Background: an optimization exercise with open tools, aiming at a short achievable clock period and few clock cycles. Do not read the settings as production practice. Only simulation tests tie the RTL to the original design; equivalence was not proved. No activity file was given, so power comes from the tool's default toggle rates.

**run.sh**
```bash
#!/bin/bash
# synth_recipe.tcl (not shown) runs the flow's synth.tcl, then flattens the netlist and writes it again
# the make line also repeats each setting of config.mk as NAME=value (left out here)
make -C /OpenROAD-flow-scripts/flow DESIGN_CONFIG=/design/flow/config.mk WORK_HOME=/design/flow/orfs CLKGATE_MAP_FILE= SYNTH_SCRIPT=/design/flow/synth_recipe.tcl finish
```
**constraint.sdc**
```tcl
create_clock -name core_clock -period 5.0 [get_ports {clk}]
set_input_delay 1.0000 -clock core_clock [delete_from_list [all_inputs] [get_ports {clk}]]
set_output_delay 1.0000 -clock core_clock [all_outputs]
set_load 0.01 [all_outputs]
```
**config.mk**
```make
export PLATFORM = sky130hd
export DESIGN_NAME = idxfp
export DESIGN_NICKNAME = idxfp
export VERILOG_FILES = /design/flow/design.v
export SDC_FILE = /design/flow/constraint.sdc
export NUM_CORES = 4
export LEC_CHECK = 0
export CAP_MARGIN = 20
export CORE_MARGIN = 2
export CORE_UTILIZATION = 40
export SLEW_MARGIN = 20
```
**design.v**
```verilog
module idxfp (
    input             clk,
    input             rst,             
    input             reset_capable,   
    input             poll,
    input      [31:0] now,
    output            busy,
    input             rx_avail,
    input       [7:0] rx_data,
    output            rx_pop,
    output            rdr_rst_n,
    output            ev_read,
    output            ev_remove,
    output     [39:0] ev_tag,
    input             cfg_req,
    input             cfg_we,
    input       [1:0] cfg_addr,
    input      [31:0] cfg_wdata,
    output     [31:0] cfg_rdata
);
    localparam [31:0] WAIT_RESET = 32'd1000;
    localparam [4:0]  DRAIN_MAX  = 5'd16;
    localparam [7:0] B_STX = 8'h02;
    localparam [7:0] B_ETX = 8'h03;
    localparam [7:0] B_LF  = 8'h0A;
    localparam [7:0] B_CR  = 8'h0D;
    localparam [1:0] P_IDLE    = 2'd0;
    localparam [1:0] P_SETTLED = 2'd1;
    localparam [1:0] P_AWAIT   = 2'd2;
    localparam [1:0] S_IDLE  = 2'd0;
    localparam [1:0] S_DRAIN = 2'd1;
    localparam [1:0] S_PSM   = 2'd2;
    localparam [1:0] S_END   = 2'd3;
    localparam E_CHK = 0;
    localparam E_FRM = 1;
    localparam E_HEX = 2;
    localparam E_OVF = 3;
    reg  [1:0]  state;
    reg  [4:0]  n;           
    reg         seen;        
    reg  [39:0] cur;         
    reg  [31:0] now_q;       
    reg  [7:0]  fb [0:5];
    reg  [3:0]  hold;
    reg  [3:0]  ncnt;
    reg         fd_err;
    reg         in_frame;
    reg  [1:0]  pstate;
    reg  [32:0] deadline;
    reg  [39:0] last_tag;
    reg  [31:0] wait_r;
    reg  [1:0]  ev_en;
    reg  [3:0]  errstat;
    reg         rdr_rst_n_q;
    reg         ev_read_q;
    reg         ev_remove_q;
    reg  [39:0] ev_tag_q;
    reg  [31:0] cfg_rdata_q;
    wire       is_stx  = (rx_data == B_STX);
    wire       is_etx  = (rx_data == B_ETX);
    wire       is_pad  = (rx_data == B_CR) || (rx_data == B_LF);
    wire       is_hexd = (rx_data >= 8'h30) && (rx_data <= 8'h39);
    wire       is_hexl = (rx_data >= 8'h41) && (rx_data <= 8'h46);
    wire       is_hex  = is_hexd || is_hexl;
    wire       is_inv  = !(is_stx || is_etx || is_pad || is_hex);
    wire [3:0] nib     = is_hexd ? rx_data[3:0] : (rx_data[3:0] + 4'd9);
    wire [7:0] fb_xor  = fb[0] ^ fb[1] ^ fb[2] ^ fb[3] ^ fb[4];
    wire       chk_ok  = (fb_xor == fb[5]);
    assign busy      = (state != S_IDLE);
    assign rx_pop    = (state == S_DRAIN) && rx_avail && (n < DRAIN_MAX);
    assign rdr_rst_n = rdr_rst_n_q;
    assign ev_read   = ev_read_q;
    assign ev_remove = ev_remove_q;
    assign ev_tag    = ev_tag_q;
    assign cfg_rdata = cfg_rdata_q;
    integer i;
    always @(posedge clk) begin
        if (rst) begin
            state       <= S_IDLE;
            n           <= 5'd0;
            seen        <= 1'b0;
            cur         <= 40'd0;
            now_q       <= 32'd0;
            for (i = 0; i < 6; i = i + 1)
                fb[i] <= 8'd0;
            hold        <= 4'd0;
            ncnt        <= 4'd0;
            fd_err      <= 1'b1;
            in_frame    <= 1'b0;
            pstate      <= P_IDLE;
            deadline    <= 33'd0;
            last_tag    <= 40'd0;
            wait_r      <= WAIT_RESET;
            ev_en       <= 2'd0;
            errstat     <= 4'd0;
            rdr_rst_n_q <= 1'b1;
            ev_read_q   <= 1'b0;
            ev_remove_q <= 1'b0;
            ev_tag_q    <= 40'd0;
            cfg_rdata_q <= 32'd0;
        end else begin
            ev_read_q   <= 1'b0;
            ev_remove_q <= 1'b0;
            rdr_rst_n_q <= 1'b1;
            case (state)
            S_IDLE: begin
                if (poll) begin
                    now_q <= now;
                    n     <= 5'd0;
                    seen  <= 1'b0;
                    state <= S_DRAIN;
                end else if (cfg_req) begin
                    if (cfg_we) begin
                        case (cfg_addr)
                        2'd0: wait_r  <= cfg_wdata;
                        2'd1: ev_en   <= cfg_wdata[1:0];
                        2'd2: errstat <= errstat & ~cfg_wdata[3:0];
                        default: ;
                        endcase
                    end else begin
                        case (cfg_addr)
                        2'd0:    cfg_rdata_q <= wait_r;
                        2'd1:    cfg_rdata_q <= {30'd0, ev_en};
                        2'd2:    cfg_rdata_q <= {28'd0, errstat};
                        default: cfg_rdata_q <= 32'd0;
                        endcase
                    end
                end
            end
            S_DRAIN: begin
                if (rx_pop) begin
                    n <= n + 5'd1;
                    if (is_stx) begin
                        if (in_frame)
                            errstat[E_FRM] <= 1'b1;
                        ncnt     <= 4'd0;
                        fd_err   <= 1'b0;
                        in_frame <= 1'b1;
                    end else if (is_etx) begin
                        if (!fd_err) begin
                            if (chk_ok) begin
                                seen <= 1'b1;
                                cur  <= {fb[0], fb[1], fb[2], fb[3], fb[4]};
                            end else if (in_frame) begin
                                errstat[E_CHK] <= 1'b1;
                            end
                        end
                        in_frame <= 1'b0;
                    end else if (is_hex) begin
                        if (!fd_err) begin
                            if (ncnt == 4'd12) begin
                                fd_err <= 1'b1;
                                if (in_frame)
                                    errstat[E_OVF] <= 1'b1;
                            end else if (!ncnt[0]) begin
                                hold <= nib;
                                ncnt <= ncnt + 4'd1;
                            end else begin
                                fb[ncnt[3:1]] <= {hold, nib};
                                ncnt <= ncnt + 4'd1;
                            end
                        end
                    end else if (is_inv) begin
                        if (!fd_err) begin
                            fd_err <= 1'b1;
                            if (in_frame)
                                errstat[E_HEX] <= 1'b1;
                        end
                    end
                end else begin
                    state <= S_PSM;
                end
            end
            S_PSM: begin
                if (seen) begin
                    last_tag <= cur;
                    if (!reset_capable) begin
                        ev_read_q <= ev_en[0];
                        ev_tag_q  <= cur;
                        pstate    <= P_SETTLED;
                    end else begin
                        if (pstate != P_AWAIT) begin
                            ev_read_q <= ev_en[0];
                            ev_tag_q  <= cur;
                        end
                        rdr_rst_n_q <= 1'b0;
                        pstate      <= P_AWAIT;
                        deadline    <= {1'b0, now_q} + {1'b0, wait_r};
                    end
                end else begin
                    if (reset_capable && (pstate == P_AWAIT) &&
                        ({1'b0, now_q} >= deadline)) begin
                        ev_remove_q <= ev_en[1];
                        ev_tag_q    <= last_tag;
                        pstate      <= P_IDLE;
                    end
                end
                state <= S_END;
            end
            S_END: begin
                state <= S_IDLE;
            end
            endcase
        end
    end
endmodule
```
==> results.yml <==
timing:
  drv_slew: 0
  setup_total_negative_slack_ns: 0
  fin_worst_skew_ns: 0.0167
  finalHoldViolCount: 0
  timing_worst_slew_pin_value_ns: 0.971
  slew_headroom: 0.351
  finalCritPeriodShare: 0.777
  final.min_clock_period_ns: 3.89
  grt_setup_unrepaired: "no"
  achievable-frequency_mhz: 257
  setup_viols_final: 0
power_and_ir_drop:
  power.density_nw_per_um2: 340
  netSwitchingPower_uw: 1930
  sw_frac_of_total: 0.290
  power_share_of_the_clock_group: 0.388
  power.combinational.fraction: 0.186
  p_seq_frac: 0.427
  power_leakage_uw: 0.00749
  irDropWorstVdd_mv: 0.193
  internal_power_uw: 4730
critical_path:
  worstReg2RegEnd: "ev_tag_q[26]$_SDFFE_PP0P_"
  cpMaxStageDelayCell: "sky130_fd_sc_hd__a2111oi_4"
  worst-path-max-fanout: 11
  r2r-start: "now_q[10]$_SDFFE_PP0P_"
  critical_path_buf_inv_count: 3
  worst_setup_path_end_kind: "register"
  timing.critical_path.cells: "clkdlybuf4s50_1 > inv_1 > ha_1 > o21bai_1 > a2111oi_4 > o21ai_2 > nor4_4 > and2b_1 > a21o_1 > inv_1 > a21o_1"
  arrival_ns: 4.15
  timing.critical_path.from_type: "primary input"
  crit_type: "primary input to register"
  worst-endpoint-required_ns: 5.26
  cp_top_family: "compound AO/OA/AOI/OAI gates"
  r2r_slack_ns: 1.63
  r2r_cells: 10
  critical_path.max_stage_delay_ns: 0.59
route:
  route.antenna.remaining_nets: 0
  route.met3.wl_um: 1920
  num_vias: 13300
  drt_first_iter_violations: 860
  m1WireLength_um: 21600
  wl_um: 42400
  avgRoutedWirePerCell_um: 16.9
  drc_errors: 0
  viasPerCell: 5.28
  detail_route.first_pass.iterations: 5
  topRoutingLayerUsed: "met4"
  met2_routed_length_um: 18100
floorplanning:
  die_width_um: 207
  initial_utilization: 0.404
  num_rows: 74
  core_region_area_um2: 40700
  die_y_um: 207
  die_area_um2: 42800
  ioPinCount: 158
finish:
  flow.area_growth_from_synthesis_pct: 18.8
  finish.net_count: 2115
  filler_cell_count: 3916
  sequential_cell_area_in_the_final_layout_um2: 7010
  post_layout_nonfiller_instances: 2514
  post_route_cells_drive_above_1_share: 0.0711
  antennaDiodeCount: 0
  multiInputGateArea_um2: 8750
clock_tree:
  cts-resized-gates: 0
  cts.sink_count: 326
  post_cts_buffers: 0
  cts_hold_repair.buffers: 0
  clk_pin_slew_ns: 0.06
  cts.root.buffer_cell: "sky130_fd_sc_hd__clkbuf_16"
  cts.htree.levels: 2
  worst_skew_pair.late_latency_ns: 0.54
  clk_path_buf_depth: 3
  cts-buffers-inserted: 37
  tritoncts_clock_tree: "built"
global_route:
  number_of_antenna_violations_at_the_first_check_in_global_routing: 0
  grt_util_all_layers: 0.200
  grt_pass1_wl_um: 68300
  total_grt_overflow: 0
  vias_in_the_first_global_route: 12700
  grt_max_degree: 101
synthesis:
  post_synth_instance_area_um2: 16500
  ys_async_sr_fraction: 0
  synth-edff-count: 48
  ys_ff_latch: 326
  synth.yosys.warnings: 1
  seq_area_frac_synth: 0.425
  most_used_dff_post_synth: "sky130_fd_sc_hd__dfxtp_1"
  synth_unique_cells: 75
  post_synth.cell_area_avg_um2: 8.86
  cell_count_after_synthesis: 1858
  mappedNetlistNets: 2017
placed_design:
  placement.io_buffers: 157
  globalplace.congestion: 0.833
  dp_hpwl_um: 29800
  placedCellCount: 2449
min_path:
  worstHoldPathType: "register to register"
  min-delay-start: "deadline[6]$_SDFFE_PP0P_"
  worst_hold_path.endpoint: "deadline[6]$_SDFFE_PP0P_"
  worstHoldPathCells: 2
job:
  maxCapViolCount: 0
run_status:
  run_status: "finished clean"
==> Yosys cell counts, drive strengths merged (3+ instances only) <==
cell type	number	area share
nor2	159	0.036
nand4	14	0.0053
ha	77	0.059
edfxtp	48	0.088
a31oi	8	0.0034
o31a	3	0.0016
nand3b	10	0.0048
inv	65	0.015
nor3	27	0.0092
a221oi	40	0.036
a21o	28	0.013
mux2i	131	0.080
or2	4	0.0015
o311ai	5	0.0027
nor4	10	0.0051
dfxtp	278	0.34
nand2	339	0.077
a21oi	189	0.058
a22o	39	0.021
nand2b	18	0.0068
or3	13	0.0049
o21a	8	0.0036
buf	18	0.0070
and2	6	0.0023
a211oi	14	0.0064
xnor2	49	0.026
nor3b	4	0.0018
o21bai	5	0.0023
xor2	19	0.010
clkbuf	100	0.023
o211ai	7	0.0032
or4	3	0.0014
nor2b	7	0.0027
and3	8	0.0030
o21ai	31	0.0099
o31ai	5	0.0023
nand3	44	0.014
==> worst max-delay path by stage <==
stage / depth (start not counted) / to / from / slack [ns]
floorplan: 10 / fb[2][0]$_SDFFCE_PN0P_ / rx_data[1] / 1.68
global placement: 11 / fb[4][4]$_SDFFCE_PN0P_ / rx_data[0] / 0.70
detailed placement: 11 / fb[4][1]$_SDFFCE_PN0P_ / rx_data[0] / 0.56
CTS: 11 / fb[4][1]$_SDFFCE_PN0P_ / rx_data[0] / 1.12
global route: 11 / fb[4][0]$_SDFFCE_PN0P_ / rx_data[0] / 0.86
finish: 11 / fb[4][4]$_SDFFCE_PN0P_ / rx_data[0] / 1.11
==> sequential cells by signal, summed over array words and instances, names as in the netlist <==
name         cells
fb              48
hold             4
n                5
ev_remove_q      1
in_frame         1
pstate           2
cur             40
deadline        33
state            2
rdr_rst_n_q      1
seen             1
ev_tag_q        40
errstat          4
wait_r          32
ev_en            2
ncnt             4
ev_read_q        1
fd_err           1
last_tag        40
cfg_rdata_q     32
now_q           32
==> kinds of logic after synthesis <==
logic type / synth area share
flops: 0.425
compound gates: 0.174
xor+xnor: 0.0362
mux: 0.0803
fa+ha+maj: 0.0597
buf+inv: 0.0447
simple gates: 0.180
==> per-layer routing <==
layer | GRT usage | vias up
li1 | - | 6691
met1 | 0.301 | 6274
met2 | 0.294 | 271
met3 | 0.0300 | 50
met4 | 0.0562 | 0
met5 | 0 | -
==> per-stage QoR <==
step	area, um2	hold slack [ns]	power [uW]	worst slack, ns	util
2_1_floorplan	16500	0.432	3750	1.68	-
3_3_place_gp	18400	0.440	4100	0.699	0.452
3_5_place_dp	18400	0.444	4130	0.562	0.452
4_1_cts	19600	0.452	6730	1.12	0.480
5_1_grt	19600	0.464	6940	0.861	0.480
6_report	19600	0.449	6650	1.11	0.480
==> layout by cell type, fill, tap and decap left out, drive strengths merged, types with 10 or more instances in the layout <==
cell type / count
nand3b: 10
nand2b: 18
a21oi: 189
clkbuf: 52
edfxtp: 48
nand4: 14
nand3: 44
clkdlybuf4s50: 156
nand2: 339
nor2: 159
or3: 13
xnor2: 49
nor3: 27
a211oi: 14
a21o: 28
a221oi: 40
dfxtp: 278
nor4: 10
inv: 67
xor2: 19
o21ai: 31
ha: 77
buf: 21
a22o: 39
clkinv: 10
mux2i: 131
==> power by group through the flow <==
stage	Sequential, uW	Combinational (uW)	Clock (uW)
2_1_floorplan	2860	894	0
3_3_place_gp	2890	1210	0
3_5_place_dp	2890	1240	0
4_1_cts	2840	1240	2650
5_1_grt	2850	1360	2730
6_report	2840	1240	2580
==> area by class of cell <==
cell class / instances / area share
Sequential cell: 326 / 0.358
Timing Repair Buffer: 177 / 0.0893
Clock inverter: 13 / 0.00397
Clock buffer: 52 / 0.0544
Inverter: 65 / 0.0125
Tap cell: 532 / 0.0340
Multi-Input combinational cell: 1349 / 0.447
==> worst register-to-register path, stage by stage, from the launching register on <==
cell and delay, ns:
sky130_fd_sc_hd__dfxtp_1 0.34, sky130_fd_sc_hd__ha_1 0.32, sky130_fd_sc_hd__a21o_1 0.18, sky130_fd_sc_hd__a21o_1 0.17, sky130_fd_sc_hd__a221o_1 0.35, sky130_fd_sc_hd__a31oi_2 0.22, sky130_fd_sc_hd__o21ai_2 0.14, sky130_fd_sc_hd__a41oi_4 0.73
sky130_fd_sc_hd__buf_12 0.32, sky130_fd_sc_hd__mux2i_1 0.33, sky130_fd_sc_hd__a221oi_2 0.09
Testbench counts, summed over its fixed seeds: cycles 65,117.

-- afterwards: timing with drivers on the ports --
In the flow no input, the clock included, has a driving cell. The finished layout below was timed again as built, in two steps.
Step 1 (the two cells are an assumption about what drives the block):
set clk [get_ports {clk}]
set_driving_cell -lib_cell sky130_fd_sc_hd__clkbuf_16 $clk
set_driving_cell -lib_cell sky130_fd_sc_hd__buf_2 [delete_from_list [all_inputs] $clk]
Step 2 also shifts input and output timing later by t, the mid clock arrival at the registers, as if the neighbouring blocks saw the same clock.
Three values: ideal ports, drivers, drivers and shift; two values: the first two.
t (ns): 0.587
setup WS [ns]: 1.113 / 1.110 / 0.523
clock arrival spread, ns: 0.019 / 0.019
cell pins on the clock port's net: 1
After both steps setup and hold are still met in this run. For this run, drivers alone change the setup slack by -0.003 ns; drivers and shift together by -0.590 ns.
